Source: an optimization exercise on an open RTL-to-GDS flow (aim: small area, a short achievable clock period and few clock cycles). Production flows keep margins and buffers that such runs may drop. At most, simulation tests tie the RTL to the original design; equivalence was not proved. Power figures rest on the tool's default switching activity, not on a simulated workload.

Design t43dr_codec, start of the top module:
module t43dr_codec (
    input  wire        clk,
    input  wire        rst,
    input  wire        tx_start_valid,
    output wire        tx_start_ready,
    input  wire [7:0]  tx_cmd,
    input  wire [15:0] tx_len,
    input  wire        tx_data_valid,
    output wire        tx_data_ready,
    input  wire [7:0]  tx_data,
    output wire        txw_valid,
    input  wire        txw_ready,
    output wire [7:0]  txw_data,
    output wire        tx_size_err,
    input  wire        rx_clear,
    input  wire        rx_valid,
    output wire        rx_ready,
    input  wire [7:0]  rx_data,
    output wire        rxo_valid,
    input  wire        rxo_ready,
    output wire        rxo_last,
    output wire [7:0]  rxo_data,
    output wire [2:0]  rxo_status,
    output wire [7:0]  rxo_cmd,
    output wire [15:0] rxo_len
);
Size: roughly 450 cells after synthesis, roughly 94 flip-flops, roughly 98 I/O pins, about 4700 um2 of cells after synthesis.
==> flow/config.mk <==
export PLATFORM = sky130hd
export DESIGN_NAME = t43dr_codec
export DESIGN_NICKNAME = t43dr_codec
export VERILOG_FILES = /design/flow/design.v
export SDC_FILE = /design/flow/constraint.sdc
export NUM_CORES = 4
export LEC_CHECK = 0
export CAP_MARGIN = 20
export CORE_MARGIN = 2
export CORE_UTILIZATION = 30
export SETUP_SLACK_MARGIN = 2.0
export SLEW_MARGIN = 20
==> flow/constraint.sdc <==
create_clock -name core_clock -period 4.0 [get_ports {clk}]
set_input_delay 0.8000 -clock core_clock [delete_from_list [all_inputs] [get_ports {clk}]]
set_output_delay 0.8000 -clock core_clock [all_outputs]
set_load 0.01 [all_outputs]
standard.sh (not shown) runs the stock make flow with config.mk's settings and CLKGATE_MAP_FILE= SYNTH_SCRIPT=/design/flow/synth_recipe.tcl, a recipe that flattens the netlist after the stock synthesis.
==> flow/flow/run.sh <==
#!/bin/bash
# Standard ORFS layout, with three changes: the port buffers are a small, fast
# buffer instead of the default delay buffer; clock tree synthesis adds no
# dummy loads; and each ready output is placed beside the input it follows.
set -euo pipefail
PORTBUF=sky130_fd_sc_hd__buf_1
CTS="-sink_clustering_enable -repair_clock_nets -buf_list sky130_fd_sc_hd__clkbuf_8 -dont_use_dummy_load"
bash standard.sh "BUFFER_PORTS_ARGS=-buffer_cell $PORTBUF" "CTS_ARGS=$CTS" "IO_CONSTRAINTS=$(pwd)/flow/io.tcl" finish > standard.log 2>&1
==> flow/flow/io.tcl <==
# Keep each ready output next to the input it follows, so that the path
# between them stays short.
set_io_pin_constraint -group -order -pin_names {rxo_ready rx_ready}
set_io_pin_constraint -group -order -pin_names {tx_start_ready txw_ready tx_data_ready}
Then changed:
--- a/flow/design.v
+++ b/flow/design.v
@@ -56,23 +56,23 @@
     wire n_lenl  = (s_lenh && can_load) || (s_lenl && !can_load);
     wire n_data  = (s_lenl && can_load && !cnt_zero) || (s_data && !(d_in && can_load && cnt_one));
     wire n_chk   = (s_lenl && can_load && cnt_zero) || (d_in && can_load && cnt_one) || (s_chk && !can_load);
     wire n_end   = (s_chk && can_load) || (s_end && !can_load);
     wire n_hp    = s_end && !can_load && (hp || take_ok);
     wire n_ef = load ? mk : (ef && !wire_ready);
     always @(posedge clk) begin
         if (can_load)
             wd <= val;
-        if (take_ok)
+        if (take)
             sum <= cmd;
         else if (load && (s_lenh || s_lenl || s_data))
             sum <= sum ^ val;
-        if (take_ok)
+        if (take)
             cnt <= len[9:0];
         else if (load && s_data)
             cnt <= cnt - 10'd1;
     end
     always @(posedge clk) begin
         if (rst) begin
             s_idle      <= 1'b1;
             s_start     <= 1'b0;
             s_cmd       <= 1'b0;
@@ -127,19 +127,18 @@
     reg st_lh;      
     reg st_ll;      
     reg st_dat;     
     reg st_chk;     
     reg st_we;      
     reg esc;
     reg [7:0] cmd_r;
     reg [9:0] P;
     reg [9:0] Q;
-    reg       h_big;    
     reg [7:0] sum;
     reg [7:0] ev_r;
     assign out_cmd    = cmd_r;
     assign out_len    = {Q[5:0], P};
     assign out_data   = ev_r;
     assign out_status = ev_r[2:0];
     assign in_ready = out_ready;
     wire fire = in_valid && out_ready;
     wire c_cmd = st_cmd && !clear;
@@ -150,18 +149,19 @@
     wire c_we  = st_we  && !clear;
     wire c_esc = esc    && !clear;
     wire c_in  = c_cmd || c_lh || c_ll || c_dat || c_chk || c_we;    
     wire is_se   = (in_data[7:1] == 7'b0000001);    
     wire is_esc  = (in_data == 8'h1B);
     wire literal = c_esc || !(is_se || is_esc);
     wire e_esc   = !c_esc && is_esc;                 
     wire e_start = !c_esc && is_se && !in_data[0];
     wire e_end   = !c_esc && is_se &&  in_data[0];
+    wire h_big    = (|Q[5:0]) || (&P[9:8]);             
     wire len_big  = h_big || (P[9] && (|in_data));
     wire len_zero = !h_big && (P[9:8] == 2'd0) && (in_data == 8'd0);
     wire cnt_last = (Q == 10'd1);
     wire n_cmd = e_start || (c_cmd && e_esc);
     wire n_lh  = (c_cmd && literal) || (c_lh && e_esc);
     wire n_ll  = (c_lh  && literal) || (c_ll && e_esc);
     wire n_dat = (c_ll  && literal && !len_big && !len_zero)
               || (c_dat && literal && !cnt_last) || (c_dat && e_esc);
     wire n_chk = (c_ll  && literal && len_zero)
@@ -173,23 +173,22 @@
     wire ev      = ev_size || ev_dat || (c_we && literal) || (e_end && c_in);
     wire [2:0] ev_status = ev_size ? 3'd3 :
                            ev_end  ? {1'b0, (sum != 8'h00), 1'b0} : 3'd4;
     always @(posedge clk) begin
         if (st_cmd)
             cmd_r <= in_data;
         if (st_lh) begin
             P[9:8] <= in_data[1:0];
             Q      <= {4'd0, in_data[7:2]};
-            h_big  <= (|in_data[7:2]) || (&in_data[1:0]);
         end
         if (st_ll) begin
             P[7:0] <= in_data;
-            if (!len_big)
+            if (fire && !e_esc && !len_big)
                 Q <= {P[9:8], in_data};
         end
         if (st_dat && fire && !clear && !e_esc)
             Q <= Q - 10'd1;
         if (fire && !e_esc)
             sum <= c_cmd ? in_data : (sum ^ in_data);
         if (out_ready) begin
             out_last <= !ev_dat;
             ev_r     <= {in_data[7:3], ev_dat ? in_data[2:0] : ev_status};
After rerunning: The changed run finished with timing, DRC and antenna clean; synthesized cell count climbs by 2.2%; synthesized area rises by 1.1%; design area shrinks by 1.0%; critical path depth is lower by 5; die area is higher by 1.1%; maximum frequency rose by 2.1%; via count increases by 1.1%; sequential cell count shrinks by 1; routed wire length falls by 8.0%; clock-buffer cell count stays the same; power rises by 1.9%; global-route usage fell by 1.4 points; combinational power went up by 15%.
No functional check of the RTL was part of any run of this note.

---

Setup of P:
t43dr_codec, a different RTL version from the one above (not shown whole).
For scale: about 430 cells after synthesis, roughly 98 I/O pins, roughly 4600 µm² of cells after synthesis.
clock: 4.0 ns
lec_check: 0
cap_margin: 20
core_margin: 2
core_utilization: 40
setup_slack_margin: 2.0
slew_margin: 20
Scripts as last shown in full above: flow/flow/run.sh, flow/flow/io.tcl
## Diff of input files: Q against P
--- a/flow/design.v
+++ b/flow/design.v
@@ -16,24 +16,22 @@
     localparam [7:0] START = 8'h02;
     localparam [7:0] END   = 8'h03;
     localparam [7:0] ESC   = 8'h1B;
     reg s_idle, s_rej, s_cmd, s_lenh, s_lenl, s_data, s_chk, s_end;
     reg [9:0] cnt;        
     reg [7:0] sum;
     reg       wv;         
     reg       ef;         
-    reg       em0;        
-    reg       em3;        
     reg [7:0] wd;
     function is_marker(input [7:0] b);
         is_marker = (b == START) || (b == END) || (b == ESC);
     endfunction
     assign wire_valid = wv;
-    assign wire_data  = wd;
+    assign wire_data  = ef ? ESC : wd;
     wire can_load = wire_ready && !ef;
     reg hdr_rdy;
     reg dat_rdy;
     assign start_ready = wire_ready && hdr_rdy;
     assign data_ready  = wire_ready && dat_rdy;
     wire too_long = (|len[15:10]) || (len[9] && (|len[8:0]));
     reg  hdr_seen;
     reg  hdr_long;
@@ -42,38 +40,40 @@
     wire load  = can_load && (go || s_cmd || s_lenh || s_lenl || d_in || s_chk || s_end);
     wire [7:0] val = ({8{s_idle}} & START)
                    | ({8{s_cmd}}  & cmd)
                    | ({8{s_lenh}} & {6'd0, cnt[9:8]})
                    | ({8{s_lenl}} & cnt[7:0])
                    | ({8{s_data}} & data)
                    | ({8{s_chk}}  & sum)
                    | ({8{s_end}}  & END);
-    wire mk = !(s_idle || s_end) && is_marker(val);
+    wire mk = (s_cmd  && is_marker(cmd))
+           || (s_lenh && (cnt[9:8] == 2'd2))
+           || (s_lenl && is_marker(cnt[7:0]))
+           || (s_data && is_marker(data))
+           || (s_chk  && is_marker(sum));
     wire cnt_zero = (cnt == 10'd0);
     wire cnt_one  = (cnt == 10'd1);
     wire n_idle = (s_idle && !go && !(hdr_seen && hdr_long)) || (s_idle && go && !can_load)
                || (s_rej && wire_ready) || (s_end && can_load);
     wire n_rej  = (s_idle && hdr_seen && hdr_long) || (s_rej && !wire_ready);
     wire n_cmd  = (go && can_load) || (s_cmd && !can_load);
     wire n_lenh = (s_cmd && can_load) || (s_lenh && !can_load);
     wire n_lenl = (s_lenh && can_load) || (s_lenl && !can_load);
     wire n_data = (s_lenl && can_load && !cnt_zero) || (s_data && !(d_in && can_load && cnt_one));
     wire n_chk  = (s_lenl && can_load && cnt_zero) || (d_in && can_load && cnt_one) || (s_chk && !can_load);
     wire n_end  = (s_chk && can_load) || (s_end && !can_load);
     wire n_ef = load ? mk : (ef && !wire_ready);
     always @(posedge clk) begin
-        if (wire_ready)
-            wd <= ef ? (em3 ? ESC : {7'd1, em0}) : (mk ? ESC : val);
-        if (can_load) begin
-            em0 <= val[0];
-            em3 <= val[3];
-        end
-        if (load && (s_idle || s_cmd || s_lenh || s_lenl || s_data))
-            sum <= s_idle ? 8'h00 : (sum ^ val);
+        if (can_load)
+            wd <= val;
+        if (load && s_cmd)
+            sum <= cmd;
+        else if (load && (s_lenh || s_lenl || s_data))
+            sum <= sum ^ val;
         if (load && s_cmd)
             cnt <= len[9:0];
         else if (load && s_data)
             cnt <= cnt - 10'd1;
         hdr_long <= too_long;
     end
     always @(posedge clk) begin
         if (rst) begin
@@ -157,18 +157,17 @@
     wire is_se   = (in_data[7:1] == 7'b0000001);    
     wire is_esc  = (in_data == 8'h1B);
     wire literal = c_esc || !(is_se || is_esc);
     wire e_esc   = !c_esc && is_esc;                 
     wire e_start = !c_esc && is_se && !in_data[0];
     wire e_end   = !c_esc && is_se &&  in_data[0];
     wire len_big  = h_big || (P[9] && (|in_data));
     wire len_zero = !h_big && (P[9:8] == 2'd0) && (in_data == 8'd0);
-    reg  dq;
-    wire cnt_last = dq ? (Q == 10'd2) : (Q == 10'd1);
+    wire cnt_last = (Q == 10'd1);
     wire n_cmd = e_start || (c_cmd && e_esc);
     wire n_lh  = (c_cmd && literal) || (c_lh && e_esc);
     wire n_ll  = (c_lh  && literal) || (c_ll && e_esc);
     wire n_dat = (c_ll  && literal && !len_big && !len_zero)
               || (c_dat && literal && !cnt_last) || (c_dat && e_esc);
     wire n_chk = (c_ll  && literal && len_zero)
               || (c_dat && literal && cnt_last) || (c_chk && e_esc);
     wire n_we  = (c_chk && literal) || (c_we && e_esc);
@@ -178,27 +177,26 @@
     wire ev      = ev_size || ev_dat || (c_we && literal) || (e_end && c_in);
     wire [2:0] ev_status = ev_size ? 3'd3 :
                            ev_end  ? {1'b0, (sum != 8'h00), 1'b0} : 3'd4;
     always @(posedge clk) begin
         if (st_cmd)
             cmd_r <= in_data;
         if (st_lh) begin
             P[9:8] <= in_data[1:0];
+            Q      <= {4'd0, in_data[7:2]};
             h_big  <= (|in_data[7:2]) || (&in_data[1:0]);
         end
-        if (st_ll)
+        if (st_ll) begin
             P[7:0] <= in_data;
-        if (st_lh)
-            Q <= {4'd0, in_data[7:2]};
-        else if (st_ll && !len_big)
-            Q <= {P[9:8], in_data};
-        else if (dq)
+            if (!len_big)
+                Q <= {P[9:8], in_data};
+        end
+        if (st_dat && fire && !clear && !e_esc)
             Q <= Q - 10'd1;
-        dq <= !rst && st_dat && fire && !clear && !e_esc;
         if (fire && !e_esc)
             sum <= c_cmd ? in_data : (sum ^ in_data);
         if (out_ready) begin
             out_last <= !ev_dat;
             ev_r     <= {in_data[7:3], ev_dat ? in_data[2:0] : ev_status};
         end
     end
     always @(posedge clk) begin
Notes after the runs:
Taking P as the reference, in Q number of pins exceeding their max-slew limit in the final report was more or less identical; hold slack -17 ps; growth of design area from synthesis to finish fell 5.4 points; required time at the worst-slack endpoint lower.
Changes observed in Q relative to P: layout inverter count without the clock tree now sits lower, layout multi-input combinational cell count now larger.
Of the two values seen for launch point of the worst path, rx_clear was produced by Q and rx_data[0] by P.
Testbench counts of Q, summed over its fixed seeds: cycles 75,669.
The RTL of P was laid out without a check of its function.

---

Setup of north:
The RTL this note starts from:
==> flow/design.v <==
module t43dr_encoder (
    input  wire        clk,
    input  wire        rst,
    input  wire        start_valid,
    output wire        start_ready,
    input  wire [7:0]  cmd,
    input  wire [15:0] len,
    input  wire        data_valid,
    output wire        data_ready,
    input  wire [7:0]  data,
    output wire        wire_valid,
    input  wire        wire_ready,
    output wire [7:0]  wire_data,
    output reg         size_err
);
    localparam [7:0] START = 8'h02;
    localparam [7:0] END   = 8'h03;
    localparam [7:0] ESC   = 8'h1B;
    reg s_idle, s_cmd, s_lenh, s_lenl, s_data, s_chk, s_end;
    reg [9:0] cnt;        
    reg [7:0] sum;
    reg       wv;         
    reg       ef;         
    reg [7:0] wd;
    function is_marker(input [7:0] b);
        is_marker = (b == START) || (b == END) || (b == ESC);
    endfunction
    assign wire_valid = wv;
    assign wire_data  = ef ? ESC : wd;
    wire can_load = wire_ready && !ef;
    reg hdr_rdy;
    reg dat_rdy;
    assign start_ready = wire_ready && hdr_rdy;
    assign data_ready  = wire_ready && dat_rdy;
    wire too_long = (|len[15:10]) || (len[9] && (|len[8:0]));
    reg  hdr_seen;
    reg  hdr_long;
    wire go    = s_idle && hdr_seen && !hdr_long;    
    wire d_in  = s_data && data_valid;
    wire load  = can_load && (go || s_cmd || s_lenh || s_lenl || d_in || s_chk || s_end);
    wire [7:0] val = ({8{s_idle}} & START)
                   | ({8{s_cmd}}  & cmd)
                   | ({8{s_lenh}} & {6'd0, cnt[9:8]})
                   | ({8{s_lenl}} & cnt[7:0])
                   | ({8{s_data}} & data)
                   | ({8{s_chk}}  & sum)
                   | ({8{s_end}}  & END);
    wire mk = (s_cmd  && is_marker(cmd))
           || (s_lenh && (cnt[9:8] == 2'd2))
           || (s_lenl && is_marker(cnt[7:0]))
           || (s_data && is_marker(data))
           || (s_chk  && is_marker(sum));
    wire cnt_zero = (cnt == 10'd0);
    wire cnt_one  = (cnt == 10'd1);
    wire n_idle = (s_idle && !(go && can_load)) || (s_end && can_load);
    wire take_long = s_idle && hdr_rdy && wire_ready;    
    wire n_cmd  = (go && can_load) || (s_cmd && !can_load);
    wire n_lenh = (s_cmd && can_load) || (s_lenh && !can_load);
    wire n_lenl = (s_lenh && can_load) || (s_lenl && !can_load);
    wire n_data = (s_lenl && can_load && !cnt_zero) || (s_data && !(d_in && can_load && cnt_one));
    wire n_chk  = (s_lenl && can_load && cnt_zero) || (d_in && can_load && cnt_one) || (s_chk && !can_load);
    wire n_end  = (s_chk && can_load) || (s_end && !can_load);
    wire n_ef = load ? mk : (ef && !wire_ready);
    always @(posedge clk) begin
        if (can_load)
            wd <= val;
        if (load && s_cmd)
            sum <= cmd;
        else if (load && (s_lenh || s_lenl || s_data))
            sum <= sum ^ val;
        if (load && s_cmd)
            cnt <= len[9:0];
        else if (load && s_data)
            cnt <= cnt - 10'd1;
        hdr_long <= too_long;
    end
    always @(posedge clk) begin
        if (rst) begin
            s_idle   <= 1'b1;
            s_cmd    <= 1'b0;
            s_lenh   <= 1'b0;
            s_lenl   <= 1'b0;
            s_data   <= 1'b0;
            s_chk    <= 1'b0;
            s_end    <= 1'b0;
            wv       <= 1'b0;
            ef       <= 1'b0;
            size_err <= 1'b0;
            hdr_rdy  <= 1'b0;
            dat_rdy  <= 1'b0;
            hdr_seen <= 1'b0;
        end else begin
            s_idle   <= n_idle;
            s_cmd    <= n_cmd;
            s_lenh   <= n_lenh;
            s_lenl   <= n_lenl;
            s_data   <= n_data;
            s_chk    <= n_chk;
            s_end    <= n_end;
            size_err <= take_long;
            ef       <= n_ef;
            if (load)
                wv <= 1'b1;
            else if (wire_ready && !ef)
                wv <= 1'b0;
            hdr_rdy  <= n_cmd || (n_idle && start_valid && too_long && !take_long);
            dat_rdy  <= n_data && !n_ef;
            hdr_seen <= start_valid && !start_ready;
        end
    end
endmodule
module t43dr_decoder (
    input  wire        clk,
    input  wire        rst,
    input  wire        clear,
    input  wire        in_valid,
    output wire        in_ready,
    input  wire [7:0]  in_data,
    output reg         out_valid,
    input  wire        out_ready,
    output reg         out_last,
    output wire [7:0]  out_data,
    output wire [2:0]  out_status,
    output wire [7:0]  out_cmd,
    output wire [15:0] out_len
);
    reg st_cmd;     
    reg st_lh;      
    reg st_ll;      
    reg st_dat;     
    reg st_chk;     
    reg st_we;      
    reg esc;
    reg [7:0] cmd_r;
    reg [9:0] P;
    reg [9:0] Q;
    reg       h_big;    
    reg [7:0] sum;
    reg [7:0] ev_r;
    assign out_cmd    = cmd_r;
    assign out_len    = {Q[5:0], P};
    assign out_data   = ev_r;
    assign out_status = ev_r[2:0];
    assign in_ready = out_ready;
    wire fire = in_valid && out_ready;
    wire c_cmd = st_cmd && !clear;
    wire c_lh  = st_lh  && !clear;
    wire c_ll  = st_ll  && !clear;
    wire c_dat = st_dat && !clear;
    wire c_chk = st_chk && !clear;
    wire c_we  = st_we  && !clear;
    wire c_esc = esc    && !clear;
    wire c_in  = c_cmd || c_lh || c_ll || c_dat || c_chk || c_we;    
    wire is_se   = (in_data[7:1] == 7'b0000001);    
    wire is_esc  = (in_data == 8'h1B);
    wire literal = c_esc || !(is_se || is_esc);
    wire e_esc   = !c_esc && is_esc;                 
    wire e_start = !c_esc && is_se && !in_data[0];
    wire e_end   = !c_esc && is_se &&  in_data[0];
    wire len_big  = h_big || (P[9] && (|in_data));
    wire len_zero = !h_big && (P[9:8] == 2'd0) && (in_data == 8'd0);
    wire cnt_last = (Q == 10'd1);
    wire n_cmd = e_start || (c_cmd && e_esc);
    wire n_lh  = (c_cmd && literal) || (c_lh && e_esc);
    wire n_ll  = (c_lh  && literal) || (c_ll && e_esc);
    wire n_dat = (c_ll  && literal && !len_big && !len_zero)
              || (c_dat && literal && !cnt_last) || (c_dat && e_esc);
    wire n_chk = (c_ll  && literal && len_zero)
              || (c_dat && literal && cnt_last) || (c_chk && e_esc);
    wire n_we  = (c_chk && literal) || (c_we && e_esc);
    wire ev_size = c_ll && literal && len_big;
    wire ev_dat  = c_dat && literal;
    wire ev_end  = e_end && c_we;
    wire ev      = ev_size || ev_dat || (c_we && literal) || (e_end && c_in);
    wire [2:0] ev_status = ev_size ? 3'd3 :
                           ev_end  ? {1'b0, (sum != 8'h00), 1'b0} : 3'd4;
    always @(posedge clk) begin
        if (st_cmd)
            cmd_r <= in_data;
        if (st_lh) begin
            P[9:8] <= in_data[1:0];
            Q      <= {4'd0, in_data[7:2]};
            h_big  <= (|in_data[7:2]) || (&in_data[1:0]);
        end
        if (st_ll) begin
            P[7:0] <= in_data;
            if (!len_big)
                Q <= {P[9:8], in_data};
        end
        if (st_dat && fire && !clear && !e_esc)
            Q <= Q - 10'd1;
        if (fire && !e_esc)
            sum <= c_cmd ? in_data : (sum ^ in_data);
        if (out_ready) begin
            out_last <= !ev_dat;
            ev_r     <= {in_data[7:3], ev_dat ? in_data[2:0] : ev_status};
        end
    end
    always @(posedge clk) begin
        if (rst) begin
            st_cmd    <= 1'b0;
            st_lh     <= 1'b0;
            st_ll     <= 1'b0;
            st_dat    <= 1'b0;
            st_chk    <= 1'b0;
            st_we     <= 1'b0;
            esc       <= 1'b0;
            out_valid <= 1'b0;
        end else begin
            if (out_ready)
                out_valid <= in_valid && ev;
            if (fire) begin
                st_cmd <= n_cmd;
                st_lh  <= n_lh;
                st_ll  <= n_ll;
                st_dat <= n_dat;
                st_chk <= n_chk;
                st_we  <= n_we;
                esc    <= e_esc;
            end else if (clear) begin
                st_cmd <= 1'b0;
                st_lh  <= 1'b0;
                st_ll  <= 1'b0;
                st_dat <= 1'b0;
                st_chk <= 1'b0;
                st_we  <= 1'b0;
                esc    <= 1'b0;
            end
        end
    end
endmodule
module t43dr_codec (
    input  wire        clk,
    input  wire        rst,
    input  wire        tx_start_valid,
    output wire        tx_start_ready,
    input  wire [7:0]  tx_cmd,
    input  wire [15:0] tx_len,
    input  wire        tx_data_valid,
    output wire        tx_data_ready,
    input  wire [7:0]  tx_data,
    output wire        txw_valid,
    input  wire        txw_ready,
    output wire [7:0]  txw_data,
    output wire        tx_size_err,
    input  wire        rx_clear,
    input  wire        rx_valid,
    output wire        rx_ready,
    input  wire [7:0]  rx_data,
    output wire        rxo_valid,
    input  wire        rxo_ready,
    output wire        rxo_last,
    output wire [7:0]  rxo_data,
    output wire [2:0]  rxo_status,
    output wire [7:0]  rxo_cmd,
    output wire [15:0] rxo_len
);
    t43dr_encoder u_enc (
        .clk         (clk),
        .rst         (rst),
        .start_valid (tx_start_valid),
        .start_ready (tx_start_ready),
        .cmd         (tx_cmd),
        .len         (tx_len),
        .data_valid  (tx_data_valid),
        .data_ready  (tx_data_ready),
        .data        (tx_data),
        .wire_valid  (txw_valid),
        .wire_ready  (txw_ready),
        .wire_data   (txw_data),
        .size_err    (tx_size_err)
    );
    t43dr_decoder u_dec (
        .clk        (clk),
        .rst        (rst),
        .clear      (rx_clear),
        .in_valid   (rx_valid),
        .in_ready   (rx_ready),
        .in_data    (rx_data),
        .out_valid  (rxo_valid),
        .out_ready  (rxo_ready),
        .out_last   (rxo_last),
        .out_data   (rxo_data),
        .out_status (rxo_status),
        .out_cmd    (rxo_cmd),
        .out_len    (rxo_len)
    );
endmodule
export LEC_CHECK = 0
export CAP_MARGIN = 20
export CORE_MARGIN = 2
export CORE_UTILIZATION = 30
export SETUP_SLACK_MARGIN = 2.0
export SLEW_MARGIN = 20
create_clock -name core_clock -period 4.0 [get_ports {clk}]
Scripts as last shown in full above: flow/flow/run.sh, flow/flow/io.tcl
Inputs modified between north and south:
diff --git a/flow/design.v b/flow/design.v
--- a/flow/design.v
+++ b/flow/design.v
@@ -15,9 +15,23 @@
 );
     localparam [7:0] START = 8'h02;
     localparam [7:0] END   = 8'h03;
     localparam [7:0] ESC   = 8'h1B;
-    reg s_idle, s_cmd, s_lenh, s_lenl, s_data, s_chk, s_end;
+    localparam [2:0] S_IDLE = 3'd0,
+                     S_CMD  = 3'd1,
+                     S_LENH = 3'd2,
+                     S_LENL = 3'd3,
+                     S_DATA = 3'd4,
+                     S_CHK  = 3'd5,
+                     S_END  = 3'd6;
+    reg  [2:0] state;
+    wire s_idle = (state == S_IDLE);
+    wire s_cmd  = (state == S_CMD);
+    wire s_lenh = (state == S_LENH);
+    wire s_lenl = (state == S_LENL);
+    wire s_data = (state == S_DATA);
+    wire s_chk  = (state == S_CHK);
+    wire s_end  = (state == S_END);
     reg [9:0] cnt;        
     reg [7:0] sum;
     reg       wv;         
     reg       ef;         
@@ -51,16 +65,22 @@
            || (s_data && is_marker(data))
            || (s_chk  && is_marker(sum));
     wire cnt_zero = (cnt == 10'd0);
     wire cnt_one  = (cnt == 10'd1);
-    wire n_idle = (s_idle && !(go && can_load)) || (s_end && can_load);
+    reg [2:0] n_state;
+    always @(*) begin
+        n_state = state;
+        case (state)
+            S_IDLE: if (go && can_load) n_state = S_CMD;
+            S_CMD:  if (can_load) n_state = S_LENH;
+            S_LENH: if (can_load) n_state = S_LENL;
+            S_LENL: if (can_load) n_state = cnt_zero ? S_CHK : S_DATA;
+            S_DATA: if (d_in && can_load && cnt_one) n_state = S_CHK;
+            S_CHK:  if (can_load) n_state = S_END;
+            default: if (can_load) n_state = S_IDLE;
+        endcase
+    end
     wire take_long = s_idle && hdr_rdy && wire_ready;    
-    wire n_cmd  = (go && can_load) || (s_cmd && !can_load);
-    wire n_lenh = (s_cmd && can_load) || (s_lenh && !can_load);
-    wire n_lenl = (s_lenh && can_load) || (s_lenl && !can_load);
-    wire n_data = (s_lenl && can_load && !cnt_zero) || (s_data && !(d_in && can_load && cnt_one));
-    wire n_chk  = (s_lenl && can_load && cnt_zero) || (d_in && can_load && cnt_one) || (s_chk && !can_load);
-    wire n_end  = (s_chk && can_load) || (s_end && !can_load);
     wire n_ef = load ? mk : (ef && !wire_ready);
     always @(posedge clk) begin
         if (can_load)
             wd <= val;
@@ -75,37 +95,26 @@
         hdr_long <= too_long;
     end
     always @(posedge clk) begin
         if (rst) begin
-            s_idle   <= 1'b1;
-            s_cmd    <= 1'b0;
-            s_lenh   <= 1'b0;
-            s_lenl   <= 1'b0;
-            s_data   <= 1'b0;
-            s_chk    <= 1'b0;
-            s_end    <= 1'b0;
+            state    <= S_IDLE;
             wv       <= 1'b0;
             ef       <= 1'b0;
             size_err <= 1'b0;
             hdr_rdy  <= 1'b0;
             dat_rdy  <= 1'b0;
             hdr_seen <= 1'b0;
         end else begin
-            s_idle   <= n_idle;
-            s_cmd    <= n_cmd;
-            s_lenh   <= n_lenh;
-            s_lenl   <= n_lenl;
-            s_data   <= n_data;
-            s_chk    <= n_chk;
-            s_end    <= n_end;
+            state    <= n_state;
             size_err <= take_long;
             ef       <= n_ef;
             if (load)
                 wv <= 1'b1;
             else if (wire_ready && !ef)
                 wv <= 1'b0;
-            hdr_rdy  <= n_cmd || (n_idle && start_valid && too_long && !take_long);
-            dat_rdy  <= n_data && !n_ef;
+            hdr_rdy  <= (n_state == S_CMD)
+                     || ((n_state == S_IDLE) && start_valid && too_long && !take_long);
+            dat_rdy  <= (n_state == S_DATA) && !n_ef;
             hdr_seen <= start_valid && !start_ready;
         end
     end
 endmodule
Findings:
The run showing the greater clock period minus worst slack is south. When south is set beside north, its clock power turns out to be about 3% smaller. Compared with north, in south global-route met3 utilization -0.53 points, starting density of the core -0.23 points. Higher total placed instance area was reported by south, not north. Going from north to south, post-synthesis compound-gate area fraction shrinks by 0.54 points. Area overhead of the layout relative to synthesis, south and north: larger value in south. Total power of south is lower than that of north. Cell area | south vs north | south larger. Re total global-route track usage: south is 0.74 points up on north. Compared with north, south shows count of mapped cells out of synthesis higher by 40.
Function was not checked in any run of this note: the RTL went through the layout flow alone.

what the ideal ports hide:
How much do the figures lean on ideal ports? The routed layouts below were timed once more, with nothing changed but the port constraints.
Step 1: set_driving_cell puts a clkbuf_16 on clk and a buf_2 on each other input, an assumption about the parent block.
Step 2 moves the port delays by t, midway between the first and last clock arrival at a register: inputs arrive t later, outputs are due t later. That takes back most of the time a late clock gives input paths.
Three values: ideal, step 1, step 2; two values: the first two.
| run | shift t [ns] | setup slack, ns | worst hold slack (ns) | worst setup path at the end | worst data-port slew with drivers (ns) |
|---|---|---|---|---|---|
| the first run of note 1 | 0.393 | 1.953 / 1.958 / 1.565 | 0.480 / 0.480 / 0.480 | input to register | 0.06 |
| the second run of note 1 | 0.381 | 1.994 / 1.975 / 1.645 | 0.483 / 0.483 / 0.483 | input to register | 0.05 |
| P | 0.385 | 1.883 / 1.871 / 1.486 | 0.504 / 0.504 / 0.504 | input to register | 0.07 |
| Q | 0.404 | 2.015 / 1.996 / 1.622 | 0.487 / 0.487 / 0.487 | input to register | 0.04 |
| north | 0.393 | 2.020 / 1.986 / 1.638 | 0.459 / 0.459 / 0.459 | input to register | 0.07 |
| south | 0.387 | 1.960 / 1.945 / 1.558 | 0.462 / 0.462 / 0.462 | input to register | 0.07 |
After both steps every run listed still meets setup and hold. The setup slack of south, which loses most, moves by -0.015 ns with the drivers and by -0.402 ns with both steps.
